This is an optimization exercise on Yosys and OpenROAD, whose aim is small area, not a production implementation. The RTL was checked by simulation tests, not by an equivalence proof against the original design. No activity file was given, so power comes from the tool's default toggle rates.

## mnt_fxu
module mnt_fxu (
    input  wire        clk,
    input  wire        rst,       
    input  wire        req,
    input  wire        we,
    input  wire [5:0]  addr,      
    input  wire [31:0] wdata,
    output wire        ready,
    output wire [31:0] rdata
);
    localparam [31:0] ID_VALUE = 32'h4D4E5431;
    reg [31:0] regs [0:15];
    reg [4:0]  ph;
    reg        run;
    reg [2:0]  pc;
    reg        ill, lipend;
    reg [3:0]  lird;
    reg [31:0] T, U, ACC;
    reg        cx, c, sa, sb, nz, guard, sticky, hb;
    reg        tq;            
    reg        bq;            
    reg        m_mul, m_div;  
    reg [4:0]  L;
    wire [5:0]  op = wdata[31:26];
    wire [3:0]  rd = wdata[25:22];
    wire [3:0]  ra = wdata[21:18];
    wire [3:0]  rb = wdata[17:14];
    wire [4:0]  k  = wdata[4:0];
    wire fmt_rrr = (op >= 6'h01 && op <= 6'h07) || op == 6'h0A;
    wire fmt_rrs = (op == 6'h08) || (op == 6'h09);
    wire fmt_rr  = (op == 6'h0B) || (op == 6'h0C) || (op >= 6'h10 && op <= 6'h17);
    wire fmt_ri  = (op == 6'h30);
    reg legal;
    always @(*) begin
        if (fmt_rrr)      legal = (wdata[13:0] == 14'd0);
        else if (fmt_rrs) legal = (wdata[17:5] == 13'd0);
        else if (fmt_rr)  legal = (wdata[17:0] == 18'd0);
        else if (fmt_ri)  legal = (wdata[21:0] == 22'd0);
  ...
Size in the first run: roughly 1800 cells after synthesis, roughly 640 flip-flops, about 19000 µm² of cells after synthesis.
clock: 14.0 ns
lec_check: 0
abc_area: 1
cap_margin: 20
core_margin: 2
core_utilization: 40
slew_margin: 20
standard.sh (not shown) runs the stock make flow with config.mk's settings and CLKGATE_MAP_FILE= SYNTH_SCRIPT=/design/flow/synth_recipe.tcl, a recipe that flattens the netlist after the stock synthesis.
==> flow/flow/run.sh <==
#!/bin/bash
# Standard ORFS layout, with small port buffers and a clock tree without dummy loads.
set -euo pipefail
export BUFFER_PORTS_ARGS="-buffer_cell sky130_fd_sc_hd__buf_1"
export CTS_ARGS="-sink_clustering_enable -repair_clock_nets -dont_use_dummy_load -sink_clustering_size 16 -sink_clustering_max_diameter 50 -buf_list sky130_fd_sc_hd__clkbuf_8"
bash standard.sh > standard_flow.log 2>&1
The starting point went through all stages and came out clean.
==> next run, changes <==
==> flow/run.sh (new file) <==
#!/bin/bash
# synth_recipe.tcl (not shown) runs the flow's synth.tcl, then flattens the netlist and writes it again
# the make line also repeats each setting of config.mk as NAME=value (left out here)
make -C /OpenROAD-flow-scripts/flow DESIGN_CONFIG=/design/flow/config.mk WORK_HOME=/design/flow/orfs CLKGATE_MAP_FILE= SYNTH_SCRIPT=/design/flow/synth_recipe.tcl finish
Settings changed: ABC_AREA 1 to not set.
removed: flow/flow/run.sh
removed: flow/standard.sh
Worst setup slack degrades by 71 ps.
Area after synthesis shrinks slightly.
Power rose by a quarter to a third.
Design area grows by a little under a tenth.
Utilization climbs by 3.6 points.
First-iteration DRC count falls by about a fifth.
Clock power climbs by well over a third.

---

mnt_fxu again, from the RTL that the note above started with.
Settings: LEC_CHECK=0, CAP_MARGIN=20, CORE_MARGIN=2, CORE_UTILIZATION=40, SLEW_MARGIN=20; clock period 14.0 ns.
==> flow/flow/run.sh <==
#!/bin/bash
# Standard ORFS layout, with small port buffers and a clock tree without dummy loads.
set -euo pipefail
export BUFFER_PORTS_ARGS="-buffer_cell sky130_fd_sc_hd__buf_1"
export CTS_ARGS='-sink_clustering_enable -repair_clock_nets -dont_use_dummy_load -sink_clustering_size 12 -sink_clustering_max_diameter 40 -buf_list {sky130_fd_sc_hd__clkbuf_4 sky130_fd_sc_hd__clkbuf_8}'
bash standard.sh > standard_flow.log 2>&1
Change:
==> flow/flow/run.sh (replaced) <==
#!/bin/bash
# Standard ORFS layout, with small port buffers and a clock tree without dummy loads.
set -euo pipefail
export BUFFER_PORTS_ARGS="-buffer_cell sky130_fd_sc_hd__buf_1"
export CTS_ARGS="-sink_clustering_enable -repair_clock_nets -dont_use_dummy_load -sink_clustering_size 16 -sink_clustering_max_diameter 50 -buf_list sky130_fd_sc_hd__clkbuf_8"
bash standard.sh > standard_flow.log 2>&1
- ABC_AREA: not set -> 1
- CORE_UTILIZATION: 40 -> 70
- The changed run ran to the end with no violations
- routed wire length grows by about 5%
- area after synthesis grows by 0.48%
- via count grows by 11%
- synthesized cell count grows by 17%
- flip-flop and latch count is unchanged

---

Starting RTL as in the previous note.
clock: 14.0 ns
lec_check: 0
cap_margin: 20
core_margin: 2
core_utilization: 40
slew_margin: 20
==> flow/flow/run.sh <==
#!/bin/bash
# Standard ORFS layout, with small port buffers and a clock tree without dummy loads.
set -euo pipefail
export BUFFER_PORTS_ARGS="-buffer_cell sky130_fd_sc_hd__buf_1"
export CTS_ARGS='-sink_clustering_enable -repair_clock_nets -dont_use_dummy_load -sink_clustering_size 20 -sink_clustering_max_diameter 45 -buf_list sky130_fd_sc_hd__clkbuf_8'
bash standard.sh > standard_flow.log 2>&1
The first run passed the timing, DRC and antenna checks.
Change:
==> flow/run.sh (new file) <==
#!/bin/bash
# synth_recipe.tcl (not shown) runs the flow's synth.tcl, then flattens the netlist and writes it again
# the make line also repeats each setting of config.mk as NAME=value (left out here)
make -C /OpenROAD-flow-scripts/flow DESIGN_CONFIG=/design/flow/config.mk WORK_HOME=/design/flow/orfs CLKGATE_MAP_FILE= SYNTH_SCRIPT=/design/flow/synth_recipe.tcl finish
- CTS_BUF_LIST: default -> sky130_fd_sc_hd__clkbuf_8
- CTS_CLUSTER_DIAMETER: default -> 50
- CTS_CLUSTER_SIZE: default -> 20
removed: flow/flow/run.sh
removed: flow/standard.sh
The new run passed the timing, DRC and antenna checks. Via count increases slightly. Routed wire length increases by a few percent. Hold slack improves by 0.065 ns. Non-clock buffer count decreases by 1.
Change:
==> flow/flow/run.sh (new file) <==
#!/bin/bash
# Standard ORFS layout, with small port buffers and a clock tree without dummy loads.
set -euo pipefail
export BUFFER_PORTS_ARGS="-buffer_cell sky130_fd_sc_hd__buf_1"
export CTS_ARGS="-sink_clustering_enable -repair_clock_nets -dont_use_dummy_load -sink_clustering_size 16 -sink_clustering_max_diameter 50 -buf_list sky130_fd_sc_hd__clkbuf_8"
bash standard.sh > standard_flow.log 2>&1
==> flow/standard.sh (new file) <==
#!/bin/bash
# synth_recipe.tcl (not shown) runs the flow's synth.tcl, then flattens the netlist and writes it again
# the make line also repeats each setting of config.mk as NAME=value (left out here)
make -C /OpenROAD-flow-scripts/flow DESIGN_CONFIG=/design/flow/config.mk WORK_HOME=/design/flow/orfs CLKGATE_MAP_FILE= SYNTH_SCRIPT=/design/flow/synth_recipe.tcl "${@:-finish}"
- CTS_BUF_LIST: sky130_fd_sc_hd__clkbuf_8 -> default
- CTS_CLUSTER_DIAMETER: 50 -> default
- CTS_CLUSTER_SIZE: 20 -> default
removed: flow/run.sh
Outcome:
- worst setup slack improved by 0.048 ns
- non-clock buffer count rose by 1
- routed wire length shrinks by 4.8%
- hold slack loses 0.066 ns
- via count went down by 1.8%
- design area went down by 3.7%
Change:
==> flow/flow/run.sh (replaced) <==
#!/bin/bash
# Standard ORFS layout, with small port buffers and a clock tree without dummy loads.
set -euo pipefail
export BUFFER_PORTS_ARGS="-buffer_cell sky130_fd_sc_hd__buf_1"
export CTS_ARGS='-sink_clustering_enable -repair_clock_nets -dont_use_dummy_load -sink_clustering_size 10 -sink_clustering_max_diameter 30 -buf_list sky130_fd_sc_hd__clkbuf_4'
bash standard.sh > standard_flow.log 2>&1
After rerunning: Via count grows by about 2.5%; global-route usage went up by 0.32 points; setup slack gets better by 0.0077 ns; design area barely changes; first-iteration DRC count went down by about 8%; total power is about the same.

---

mnt_fxu, a different RTL version from the one above (not shown whole).
Size: about 1400 cells after synthesis, roughly 610 flip-flops.
## mnt_fxu
module mnt_fxu (
    input  wire        clk,
    input  wire        rst,       
    input  wire        req,
    input  wire        we,
    input  wire [5:0]  addr,      
    input  wire [31:0] wdata,
    output wire        ready,
    output wire [31:0] rdata
);
export LEC_CHECK = 0
export CAP_MARGIN = 20
export CORE_MARGIN = 2
export CORE_UTILIZATION = 50
export SLEW_MARGIN = 20
create_clock -name core_clock -period 14.0 [get_ports {clk}]
==> flow/flow/run.sh <==
#!/bin/bash
# Standard ORFS layout, with small port buffers and a clock tree without dummy loads.
set -euo pipefail
export BUFFER_PORTS_ARGS="-buffer_cell sky130_fd_sc_hd__buf_1"
export CTS_ARGS="-sink_clustering_enable -repair_clock_nets -dont_use_dummy_load -sink_clustering_size 18 -sink_clustering_max_diameter 45 -buf_list sky130_fd_sc_hd__clkbuf_8"
bash standard.sh > standard_flow.log 2>&1
Then changed:
==> flow/flow/run.sh (replaced) <==
#!/bin/bash
# Standard ORFS layout, with small port buffers and a clock tree without dummy loads.
set -euo pipefail
export BUFFER_PORTS_ARGS="-buffer_cell sky130_fd_sc_hd__buf_1"
export CTS_ARGS='-sink_clustering_enable -repair_clock_nets -dont_use_dummy_load -sink_clustering_size 20 -sink_clustering_max_diameter 60 -buf_list sky130_fd_sc_hd__clkbuf_8'
bash standard.sh > standard_flow.log 2>&1
Settings changed: CORE_UTILIZATION 50 to 45.
The new run went through all stages and came out clean.
Worst hold slack degrades by 30 ps.
Fmax climbs slightly.
Power drops slightly.
Setup slack improves by 53 ps.
Global-route usage drops by 0.16 points.
Synthesized area stays the same.
Final cell count climbs by a few percent.
Sequential share of layout area is about the same.
Design area is about the same.
Then changed:
==> flow/flow/run.sh (replaced) <==
#!/bin/bash
# Standard ORFS layout, with small port buffers and a clock tree without dummy loads.
set -euo pipefail
export BUFFER_PORTS_ARGS="-buffer_cell sky130_fd_sc_hd__buf_1"
export CTS_ARGS='-sink_clustering_enable -repair_clock_nets -dont_use_dummy_load -sink_clustering_size 10 -sink_clustering_max_diameter 35 -buf_list sky130_fd_sc_hd__clkbuf_4'
bash standard.sh > standard_flow.log 2>&1
=> Clock power came out higher by about 5%; total power came out higher by 1.4%; core utilization came out higher by 0.24 points; wire length came out higher by 1.2%; global-route usage came out higher by 0.37 points; via count came out higher by about 2.8%; sequential share of layout area came out lower by 0.31 points; non-clock buffer count is unchanged.

---

## run 1
Another version of the RTL of mnt_fxu (not shown whole).
Size: roughly 1,400 cells after synthesis, roughly 75 I/O pins, about 19,000 um2 of cells after synthesis.
clock: 14.0 ns
lec_check: 0
cap_margin: 20
core_margin: 2
core_utilization: 40
slew_margin: 20
==> flow/flow/run.sh <==
#!/bin/bash
# Standard ORFS layout, with small port buffers and a clock tree without dummy loads.
set -euo pipefail
export BUFFER_PORTS_ARGS="-buffer_cell sky130_fd_sc_hd__buf_1"
export CTS_ARGS="-sink_clustering_enable -repair_clock_nets -dont_use_dummy_load -sink_clustering_size 16 -sink_clustering_max_diameter 50 -buf_list sky130_fd_sc_hd__clkbuf_8"
bash standard.sh > standard_flow.log 2>&1
The inputs of run 2 differ from those of run 1 as listed below.
Settings: a change of CORE_UTILIZATION from 40 to 45.
Notes after the runs:
- On layout buffering overhead excluding clock cells, run 1 and run 2 are basically level.
- Register-to-register slack: lower on run 1
- When run 2 is measured against run 1, its average vias per placed instance turns out 0.22 higher.
- Compare run 1 and run 2 | clock-buffer cell count lower: run 2
- Count of state elements after synthesis: run 2 vs run 1 identical
- Run 2 — largest fanout on the critical path 16 higher, run 1 as reference
- Transition time at the pin with the least slew margin (run 2 over run 1): increase, 0.15 ns
- Taking run 1 as the reference, in run 2 post-synthesis instance total did not really move, cell count went down, clock insertion delay at the later pin of the skew report did not really move.

[port drivers added, routing unchanged]
How much do the figures lean on ideal ports? The routed layouts below were timed once more, with nothing changed but the port constraints.
Step 1, drivers: a clkbuf_16 drives clk and a buf_2 each remaining input, both assumed.
Step 2 times the ports against the registers' clock, not the clock port: input delays grow and output delays shrink by t, the midpoint of the rising clock arrivals with the driver on.
Slacks: no drivers / after step 1 / after step 2; pairs: no drivers / after step 1.
run	shift t [ns]	slack for setup (ns)	latest minus earliest clock arrival (ns)	slew at the worst register clock pin (ns)	worst slew at a driven data input, ns
the first run of note 1	0.659	0.625 / 0.625 / 0.625	0.096 / 0.096	0.10 / 0.10	0.09
the second run of note 1	0.654	0.554 / 0.554 / 0.554	0.051 / 0.050	0.07 / 0.07	0.08
the first run of note 2	0.634	0.547 / 0.547 / 0.547	0.112 / 0.112	0.07 / 0.07	0.10
the second run of note 2	0.598	0.452 / 0.452 / 0.452	0.082 / 0.082	0.10 / 0.10	0.09
the first run of note 3	0.649	0.561 / 0.561 / 0.561	0.106 / 0.106	0.11 / 0.11	0.09
the second run of note 3	0.678	0.520 / 0.520 / 0.520	0.032 / 0.032	0.12 / 0.12	0.09
the third run of note 3	0.647	0.569 / 0.569 / 0.569	0.118 / 0.118	0.09 / 0.09	0.10
the fourth run of note 3	0.814	0.576 / 0.576 / 0.576	0.130 / 0.130	0.10 / 0.10	0.10
the first run of note 4	0.635	0.394 / 0.394 / 0.394	0.118 / 0.118	0.10 / 0.10	0.10
the second run of note 4	0.643	0.446 / 0.446 / 0.446	0.055 / 0.055	0.11 / 0.11	0.09
the third run of note 4	0.792	0.470 / 0.470 / 0.470	0.085 / 0.085	0.10 / 0.10	0.10
run 1	0.621	0.525 / 0.525 / 0.525	0.066 / 0.067	0.10 / 0.10	0.10
run 2	0.628	0.601 / 0.601 / 0.601	0.077 / 0.078	0.10 / 0.10	0.09
After both steps setup and hold are still met in every run listed.
